From an optimization exercise on the open Yosys and OpenROAD flow, aimed at small area, a short achievable clock period and few clock cycles; shortcuts taken in it are not production practice.
Only simulation tests tie the RTL to the original design; equivalence was not proved.

==> inputs of v37 <==
// vs_resampler
module vs_resampler (
    input  wire        clk,
    input  wire        rst,
    input  wire        start,
    input  wire [1:0]  method,        
    input  wire [14:0] src_w,
    input  wire [14:0] src_h,
    input  wire [14:0] dst_w,
    input  wire [14:0] dst_h,
    input  wire [31:0] src_base,
    input  wire [15:0] src_stride,
    input  wire [31:0] dst_base,
    input  wire [15:0] dst_stride,
    output wire        done,
    output wire        err,
    output wire        rd_en,
    output wire [31:0] rd_addr,
    input  wire [7:0]  rd_data,
    output wire        wr_en,
    output wire [31:0] wr_addr,
    output wire [7:0]  wr_data
);
make LEC_CHECK=0 ABC_CLOCK_PERIOD_IN_PS=6000 CAP_MARGIN=20 CORE_MARGIN=2 CORE_UTILIZATION=50 SETUP_SLACK_MARGIN=5 SLEW_MARGIN=20 SYNTH_MEMORY_MAX_BITS=65536 finish   # period 16.0 ns
run.sh (not shown) runs the stock make flow with config.mk's settings and CLKGATE_MAP_FILE= SYNTH_SCRIPT=/design/flow/synth_recipe.tcl, a recipe that flattens the netlist after the stock synthesis.
==> v3: changes against v37 <==
--- a/flow/design.v
+++ b/flow/design.v
@@ -1111,14 +1111,14 @@
   reg  [14:0] rx, ry;         
   reg  [30:0] qx, qy;         
   reg  [15:0] rdx, rdy;       
   reg  [15:0] k0, k1;         
   reg  [31:0] sbase, dbase;
   reg  [15:0] sstride;
-  wire [14:0] sw_r = src_w;
-  wire [14:0] sh_r = src_h;
+  reg  [14:0] sw_r, sh_r;
+  reg  [15:0] dstride;
   reg  [14:0] dw_r, dh_r;
   wire        div_fin = (cnt == 5'd31);
   wire        nbx = qx[30];
   wire        nby = qy[30];
   wire [14:0] rx_n, ry_n;
   wire        qbx, qby;
@@ -1167,15 +1167,17 @@
   reg         c16_q;          
   wire [15:0] ycs    = {1'b0, ey_q} + rdy;
   wire [16:0] gy_sum = {1'b0, gy_q} + {1'b0, qy[15:0]} + {16'd0, cy_q};
   wire signed [16:0] hi_step = hi_q + $signed({2'b00, qy[30:16]}) + $signed({16'd0, c16_q});
   wire [15:0] off_step = off_q + (c16_q ? k1 : k0);
   wire [14:0] ey_step  = cy_q ? ycs[14:0] : ey_q + ry;
-  wire [15:0] ycs_nx   = {1'b0, ey_step} + rdy;
-  wire        cy_nx    = ~ycs_nx[15];
-  wire [16:0] gy_nx    = {1'b0, gy_sum[15:0]} + {1'b0, qy[15:0]} + {16'd0, cy_nx};
+  wire [16:0] ycs_a    = {2'b00, ey_q} + {rdy[15], rdy} + {rdy[15], rdy};
+  wire [16:0] ycs_b    = {2'b00, ey_q} + {2'b00, ry} + {rdy[15], rdy};
+  wire        cy_nx    = (cy_q & ~ycs_a[16]) | (~cy_q & ~ycs_b[16]);
+  wire [16:0] gy_nx    = {1'b0, gy_sum[15:0]} + {1'b0, qy[15:0]};
+  wire        c16_nx   = gy_nx[16] | (cy_nx & (gy_nx[15:0] == 16'hffff));
   reg  signed [16:0] rf;      
   reg  signed [16:0] rfn;     
   reg  [15:0] wo;             
   reg  [1:0]  kt;             
   reg         pa;             
   reg         dupf;           
@@ -1385,13 +1387,13 @@
       if (emit || q_stale) begin
         q_stale <= 1'b0;
         hi_q    <= hi_step;
         gy_q    <= gy_sum[15:0];
         ey_q    <= ey_step;
         cy_q    <= cy_nx;
-        c16_q   <= gy_nx[16];
+        c16_q   <= c16_nx;
         off_q   <= off_step;
         yrem_q  <= yrem_q - 15'd1;
       end
       if (mn) begin
         if (op_n) p_read <= 1'b1;
         else if (emit) p_read <= 1'b0;
@@ -1444,12 +1446,15 @@
       p3v <= p2v;
       p4v <= p3v;
       hl  <= p4v && p4l;
     end
     sbase     <= src_base;
     dw_r      <= dst_w;
+    sw_r      <= src_w;
+    sh_r      <= src_h;
+    dstride   <= dst_stride;
     dh_r      <= dst_h;
     sstride   <= src_stride;
     rd_addr_r <= sbase + {16'd0, rd_off};
     p1f <= mn || (kt == 2'd0);
     p1l <= mn || lastop;
     p1d <= !mn && dup_now;
@@ -1554,13 +1559,13 @@
     if (vfin) begin
       vres_l <= vf_last;
       if (vf_first) begin
         wcol <= wcol + 15'd1;
         woff <= {1'b0, wcol + 15'd1};
       end else begin
-        woff <= woff + dst_stride;
+        woff <= woff + dstride;
       end
     end
     wr_data_r <= vres;
     dbase     <= dst_base;
     wr_addr_r <= dbase + {16'd0, woff};
   end
==> flow/flow/run.sh (new file) <==
#!/bin/bash
set -euo pipefail
bash standard.sh SETUP_SLACK_MARGIN=11.2 finish > make_finish.log 2>&1
==> flow/standard.sh (new file) <==
#!/bin/bash
# synth_recipe.tcl (not shown) runs the flow's synth.tcl, then flattens the netlist and writes it again
# the make line also repeats each setting of config.mk as NAME=value (left out here)
make -C /OpenROAD-flow-scripts/flow DESIGN_CONFIG=/design/flow/config.mk WORK_HOME=/design/flow/orfs CLKGATE_MAP_FILE= SYNTH_SCRIPT=/design/flow/synth_recipe.tcl "${@:-finish}"
Settings changed: SETUP_SLACK_MARGIN 5 to unset.
removed: flow/run.sh
==> v1: changes against v37 <==
--- a/flow/design.v
+++ b/flow/design.v
@@ -1111,14 +1111,14 @@
   reg  [14:0] rx, ry;         
   reg  [30:0] qx, qy;         
   reg  [15:0] rdx, rdy;       
   reg  [15:0] k0, k1;         
   reg  [31:0] sbase, dbase;
   reg  [15:0] sstride;
-  wire [14:0] sw_r = src_w;
-  wire [14:0] sh_r = src_h;
+  reg  [14:0] sw_r, sh_r;
+  reg  [15:0] dstride;
   reg  [14:0] dw_r, dh_r;
   wire        div_fin = (cnt == 5'd31);
   wire        nbx = qx[30];
   wire        nby = qy[30];
   wire [14:0] rx_n, ry_n;
   wire        qbx, qby;
@@ -1167,15 +1167,17 @@
   reg         c16_q;          
   wire [15:0] ycs    = {1'b0, ey_q} + rdy;
   wire [16:0] gy_sum = {1'b0, gy_q} + {1'b0, qy[15:0]} + {16'd0, cy_q};
   wire signed [16:0] hi_step = hi_q + $signed({2'b00, qy[30:16]}) + $signed({16'd0, c16_q});
   wire [15:0] off_step = off_q + (c16_q ? k1 : k0);
   wire [14:0] ey_step  = cy_q ? ycs[14:0] : ey_q + ry;
-  wire [15:0] ycs_nx   = {1'b0, ey_step} + rdy;
-  wire        cy_nx    = ~ycs_nx[15];
-  wire [16:0] gy_nx    = {1'b0, gy_sum[15:0]} + {1'b0, qy[15:0]} + {16'd0, cy_nx};
+  wire [16:0] ycs_a    = {2'b00, ey_q} + {rdy[15], rdy} + {rdy[15], rdy};
+  wire [16:0] ycs_b    = {2'b00, ey_q} + {2'b00, ry} + {rdy[15], rdy};
+  wire        cy_nx    = (cy_q & ~ycs_a[16]) | (~cy_q & ~ycs_b[16]);
+  wire [16:0] gy_nx    = {1'b0, gy_sum[15:0]} + {1'b0, qy[15:0]};
+  wire        c16_nx   = gy_nx[16] | (cy_nx & (gy_nx[15:0] == 16'hffff));
   reg  signed [16:0] rf;      
   reg  signed [16:0] rfn;     
   reg  [15:0] wo;             
   reg  [1:0]  kt;             
   reg         pa;             
   reg         dupf;           
@@ -1276,33 +1278,33 @@
   reg         wr_en_r, wlast;
   reg  [31:0] wr_addr_r;
   reg  [7:0]  wr_data_r;
   assign wr_en   = wr_en_r;
   assign wr_addr = wr_addr_r;
   assign wr_data = wr_data_r;
-  assign done = (st == S_FIN);
-  assign err  = (st == S_FIN) && err_r;
+  reg         done_r, err_o;
+  wire [1:0]  st_nx = start_ok ? ((method == 2'd3) ? S_FIN : S_DIV)
+                    : (st == S_DIV && div_fin) ? S_RUN
+                    : (st == S_RUN && wlast) ? S_FIN
+                    : (st == S_FIN || st == S_IDLE) ? S_IDLE : st;
+  wire        err_nx = start_ok ? (method == 2'd3) : err_r;
+  assign done = done_r;
+  assign err  = err_o;
   always @(posedge clk) begin
     if (rst) begin
       st      <= S_IDLE;
       err_r   <= 1'b0;
+      done_r  <= 1'b0;
+      err_o   <= 1'b0;
       p_live  <= 1'b0;
       thr     <= 1'b0;
     end else begin
-      if (st == S_FIN || st == S_IDLE) st <= S_IDLE;
-      if (start_ok) begin
-        if (method == 2'd3) begin
-          err_r <= 1'b1;
-          st    <= S_FIN;
-        end else begin
-          err_r <= 1'b0;
-          st    <= S_DIV;
-        end
-      end
-      if (st == S_DIV && div_fin) st <= S_RUN;
-      if (st == S_RUN && wlast) st <= S_FIN;
+      st     <= st_nx;
+      err_r  <= err_nx;
+      done_r <= (st_nx == S_FIN);
+      err_o  <= (st_nx == S_FIN) && err_nx;
       if (col_load) p_live <= 1'b1;
       else if (emit && last_p) p_live <= 1'b0;
       thr <= emit && m4;
     end
   end
   always @(posedge clk) begin
@@ -1385,13 +1387,13 @@
       if (emit || q_stale) begin
         q_stale <= 1'b0;
         hi_q    <= hi_step;
         gy_q    <= gy_sum[15:0];
         ey_q    <= ey_step;
         cy_q    <= cy_nx;
-        c16_q   <= gy_nx[16];
+        c16_q   <= c16_nx;
         off_q   <= off_step;
         yrem_q  <= yrem_q - 15'd1;
       end
       if (mn) begin
         if (op_n) p_read <= 1'b1;
         else if (emit) p_read <= 1'b0;
@@ -1444,12 +1446,15 @@
       p3v <= p2v;
       p4v <= p3v;
       hl  <= p4v && p4l;
     end
     sbase     <= src_base;
     dw_r      <= dst_w;
+    sw_r      <= src_w;
+    sh_r      <= src_h;
+    dstride   <= dst_stride;
     dh_r      <= dst_h;
     sstride   <= src_stride;
     rd_addr_r <= sbase + {16'd0, rd_off};
     p1f <= mn || (kt == 2'd0);
     p1l <= mn || lastop;
     p1d <= !mn && dup_now;
@@ -1554,13 +1559,13 @@
     if (vfin) begin
       vres_l <= vf_last;
       if (vf_first) begin
         wcol <= wcol + 15'd1;
         woff <= {1'b0, wcol + 15'd1};
       end else begin
-        woff <= woff + dst_stride;
+        woff <= woff + dstride;
       end
     end
     wr_data_r <= vres;
     dbase     <= dst_base;
     wr_addr_r <= dbase + {16'd0, woff};
   end
==> flow/flow/run.sh (new file) <==
#!/bin/bash
set -euo pipefail
bash standard.sh SETUP_SLACK_MARGIN=11.6 finish > make_finish.log 2>&1
==> flow/standard.sh (new file) <==
#!/bin/bash
# synth_recipe.tcl (not shown) runs the flow's synth.tcl, then flattens the netlist and writes it again
# the make line also repeats each setting of config.mk as NAME=value (left out here)
make -C /OpenROAD-flow-scripts/flow DESIGN_CONFIG=/design/flow/config.mk WORK_HOME=/design/flow/orfs CLKGATE_MAP_FILE= SYNTH_SCRIPT=/design/flow/synth_recipe.tcl "${@:-finish}"
Settings changed: CORE_UTILIZATION 50 to 60, SETUP_SLACK_MARGIN 5 to unset.
removed: flow/run.sh
==> v26: changes against v37 <==
--- a/flow/design.v
+++ b/flow/design.v
@@ -1111,14 +1111,14 @@
   reg  [14:0] rx, ry;         
   reg  [30:0] qx, qy;         
   reg  [15:0] rdx, rdy;       
   reg  [15:0] k0, k1;         
   reg  [31:0] sbase, dbase;
   reg  [15:0] sstride;
-  wire [14:0] sw_r = src_w;
-  wire [14:0] sh_r = src_h;
+  reg  [14:0] sw_r, sh_r;
+  reg  [15:0] dstride;
   reg  [14:0] dw_r, dh_r;
   wire        div_fin = (cnt == 5'd31);
   wire        nbx = qx[30];
   wire        nby = qy[30];
   wire [14:0] rx_n, ry_n;
   wire        qbx, qby;
@@ -1167,15 +1167,17 @@
   reg         c16_q;          
   wire [15:0] ycs    = {1'b0, ey_q} + rdy;
   wire [16:0] gy_sum = {1'b0, gy_q} + {1'b0, qy[15:0]} + {16'd0, cy_q};
   wire signed [16:0] hi_step = hi_q + $signed({2'b00, qy[30:16]}) + $signed({16'd0, c16_q});
   wire [15:0] off_step = off_q + (c16_q ? k1 : k0);
   wire [14:0] ey_step  = cy_q ? ycs[14:0] : ey_q + ry;
-  wire [15:0] ycs_nx   = {1'b0, ey_step} + rdy;
-  wire        cy_nx    = ~ycs_nx[15];
-  wire [16:0] gy_nx    = {1'b0, gy_sum[15:0]} + {1'b0, qy[15:0]} + {16'd0, cy_nx};
+  wire [16:0] ycs_a    = {2'b00, ey_q} + {rdy[15], rdy} + {rdy[15], rdy};
+  wire [16:0] ycs_b    = {2'b00, ey_q} + {2'b00, ry} + {rdy[15], rdy};
+  wire        cy_nx    = (cy_q & ~ycs_a[16]) | (~cy_q & ~ycs_b[16]);
+  wire [16:0] gy_nx    = {1'b0, gy_sum[15:0]} + {1'b0, qy[15:0]};
+  wire        c16_nx   = gy_nx[16] | (cy_nx & (gy_nx[15:0] == 16'hffff));
   reg  signed [16:0] rf;      
   reg  signed [16:0] rfn;     
   reg  [15:0] wo;             
   reg  [1:0]  kt;             
   reg         pa;             
   reg         dupf;           
@@ -1276,33 +1278,33 @@
   reg         wr_en_r, wlast;
   reg  [31:0] wr_addr_r;
   reg  [7:0]  wr_data_r;
   assign wr_en   = wr_en_r;
   assign wr_addr = wr_addr_r;
   assign wr_data = wr_data_r;
-  assign done = (st == S_FIN);
-  assign err  = (st == S_FIN) && err_r;
+  reg         done_r, err_o;
+  wire [1:0]  st_nx = start_ok ? ((method == 2'd3) ? S_FIN : S_DIV)
+                    : (st == S_DIV && div_fin) ? S_RUN
+                    : (st == S_RUN && wlast) ? S_FIN
+                    : (st == S_FIN || st == S_IDLE) ? S_IDLE : st;
+  wire        err_nx = start_ok ? (method == 2'd3) : err_r;
+  assign done = done_r;
+  assign err  = err_o;
   always @(posedge clk) begin
     if (rst) begin
       st      <= S_IDLE;
       err_r   <= 1'b0;
+      done_r  <= 1'b0;
+      err_o   <= 1'b0;
       p_live  <= 1'b0;
       thr     <= 1'b0;
     end else begin
-      if (st == S_FIN || st == S_IDLE) st <= S_IDLE;
-      if (start_ok) begin
-        if (method == 2'd3) begin
-          err_r <= 1'b1;
-          st    <= S_FIN;
-        end else begin
-          err_r <= 1'b0;
-          st    <= S_DIV;
-        end
-      end
-      if (st == S_DIV && div_fin) st <= S_RUN;
-      if (st == S_RUN && wlast) st <= S_FIN;
+      st     <= st_nx;
+      err_r  <= err_nx;
+      done_r <= (st_nx == S_FIN);
+      err_o  <= (st_nx == S_FIN) && err_nx;
       if (col_load) p_live <= 1'b1;
       else if (emit && last_p) p_live <= 1'b0;
       thr <= emit && m4;
     end
   end
   always @(posedge clk) begin
@@ -1385,13 +1387,13 @@
       if (emit || q_stale) begin
         q_stale <= 1'b0;
         hi_q    <= hi_step;
         gy_q    <= gy_sum[15:0];
         ey_q    <= ey_step;
         cy_q    <= cy_nx;
-        c16_q   <= gy_nx[16];
+        c16_q   <= c16_nx;
         off_q   <= off_step;
         yrem_q  <= yrem_q - 15'd1;
       end
       if (mn) begin
         if (op_n) p_read <= 1'b1;
         else if (emit) p_read <= 1'b0;
@@ -1444,12 +1446,15 @@
       p3v <= p2v;
       p4v <= p3v;
       hl  <= p4v && p4l;
     end
     sbase     <= src_base;
     dw_r      <= dst_w;
+    sw_r      <= src_w;
+    sh_r      <= src_h;
+    dstride   <= dst_stride;
     dh_r      <= dst_h;
     sstride   <= src_stride;
     rd_addr_r <= sbase + {16'd0, rd_off};
     p1f <= mn || (kt == 2'd0);
     p1l <= mn || lastop;
     p1d <= !mn && dup_now;
@@ -1554,13 +1559,13 @@
     if (vfin) begin
       vres_l <= vf_last;
       if (vf_first) begin
         wcol <= wcol + 15'd1;
         woff <= {1'b0, wcol + 15'd1};
       end else begin
-        woff <= woff + dst_stride;
+        woff <= woff + dstride;
       end
     end
     wr_data_r <= vres;
     dbase     <= dst_base;
     wr_addr_r <= dbase + {16'd0, woff};
   end
==> flow/flow/run.sh (new file) <==
#!/bin/bash
set -euo pipefail
bash standard.sh SETUP_SLACK_MARGIN=11.4 finish > make_finish.log 2>&1
==> flow/standard.sh (new file) <==
#!/bin/bash
# synth_recipe.tcl (not shown) runs the flow's synth.tcl, then flattens the netlist and writes it again
# the make line also repeats each setting of config.mk as NAME=value (left out here)
make -C /OpenROAD-flow-scripts/flow DESIGN_CONFIG=/design/flow/config.mk WORK_HOME=/design/flow/orfs CLKGATE_MAP_FILE= SYNTH_SCRIPT=/design/flow/synth_recipe.tcl "${@:-finish}"
Settings changed: CORE_UTILIZATION 50 to 55, SETUP_SLACK_MARGIN 5 to unset.
removed: flow/run.sh
==> comparison table <==
| quantity | v3 | v1 | v26 | v37 |
|---|---|---|---|---|
| Critical path's largest stage delay | 0.54 ns | 0.55 ns | 0.57 ns | 0.60 ns |
| Post-detailed-routing wire length | 243000 microns | 251000 microns | 245000 microns | 238000 microns |
| Netlist area before placement | 0.0839 sq mm | 0.0849 sq mm | 0.0849 sq mm | 0.0830 sq mm |
| Compound-gate portion of the synthesized area | 18.3% | 18.7% | 18.7% | 19.0% |
| Net count after synthesis | 10667 | 10838 | 10838 | 10605 |
| Cell count of the worst reg-to-reg path | 20 | 19 | 19 | 21 |
| Kind of start point of the critical path | register | register | register | input port |
| Post-synth top area share | 19.3% | 19.1% | 19.1% | 18.4% |
| Routed met3 length | 13200 microns | 18400 microns | 15100 microns | 14400 microns |
| Clock slew seen by the registers of the worst setup and hold paths | 0.06 ns | 0.07 ns | 0.06 ns | 0.06 ns |
| Final worst-path cycle share | 30.2% | 28.4% | 28.7% | 35.8% |
| CLK BUF | 179 | 193 | 203 | 194 |
| Worst flop-to-flop path startpoint | p3c[6] | din[7] | m4 | kt[0] |
| Required time of the critical path | 16.71 ns | 16.65 ns | 16.66 ns | 16.53 ns |
| Register share of the cell area | 29.9% | 29.6% | 29.8% | 29.6% |
| Run status | finished clean | finished clean | finished clean | finished clean |
Testbench counts of v37, summed over its fixed seeds: cycles 159,765.
Testbench counts of v3, summed over its fixed seeds: cycles 159,765.
Testbench counts of v1, summed over its fixed seeds: cycles 159,765.
Testbench counts of v26, summed over its fixed seeds: cycles 159,765.

[what the ideal ports hide]
In the flow no input, the clock included, has a driving cell. The finished layouts below were timed again as built, in two steps. Step 1 assumes that a clkbuf_16 drives the clock port and a buf_2 every other input. Step 2 adds t to the input delays and takes it off the output delays; t is the mean of the earliest and latest rising clock arrival at the registers after step 1. Input paths then give back, and output paths get back, about the clock's delay inside the block. a / b / c = ideal ports / drivers / drivers and shift; a / b = the first two.
run | shift t [ns] | setup slack, ns | hold slack, ns | slew at the worst register clock pin (ns)
v37 | 0.874 | 10.269 / 10.297 / 9.423 | 0.315 / 0.315 / 0.315 | 0.07 / 0.07
v3 | 0.878 | 11.161 / 11.085 / 10.294 | 0.323 / 0.323 / 0.323 | 0.07 / 0.07
v1 | 0.845 | 11.464 / 11.406 / 10.856 | 0.314 / 0.314 / 0.314 | 0.07 / 0.07
v26 | 0.861 | 11.404 / 11.364 / 10.640 | 0.319 / 0.319 / 0.319 | 0.07 / 0.07
After both steps setup and hold are still met in every run listed. The setup slack of v3, which loses most, moves by -0.076 ns with the drivers and by -0.867 ns with both steps.
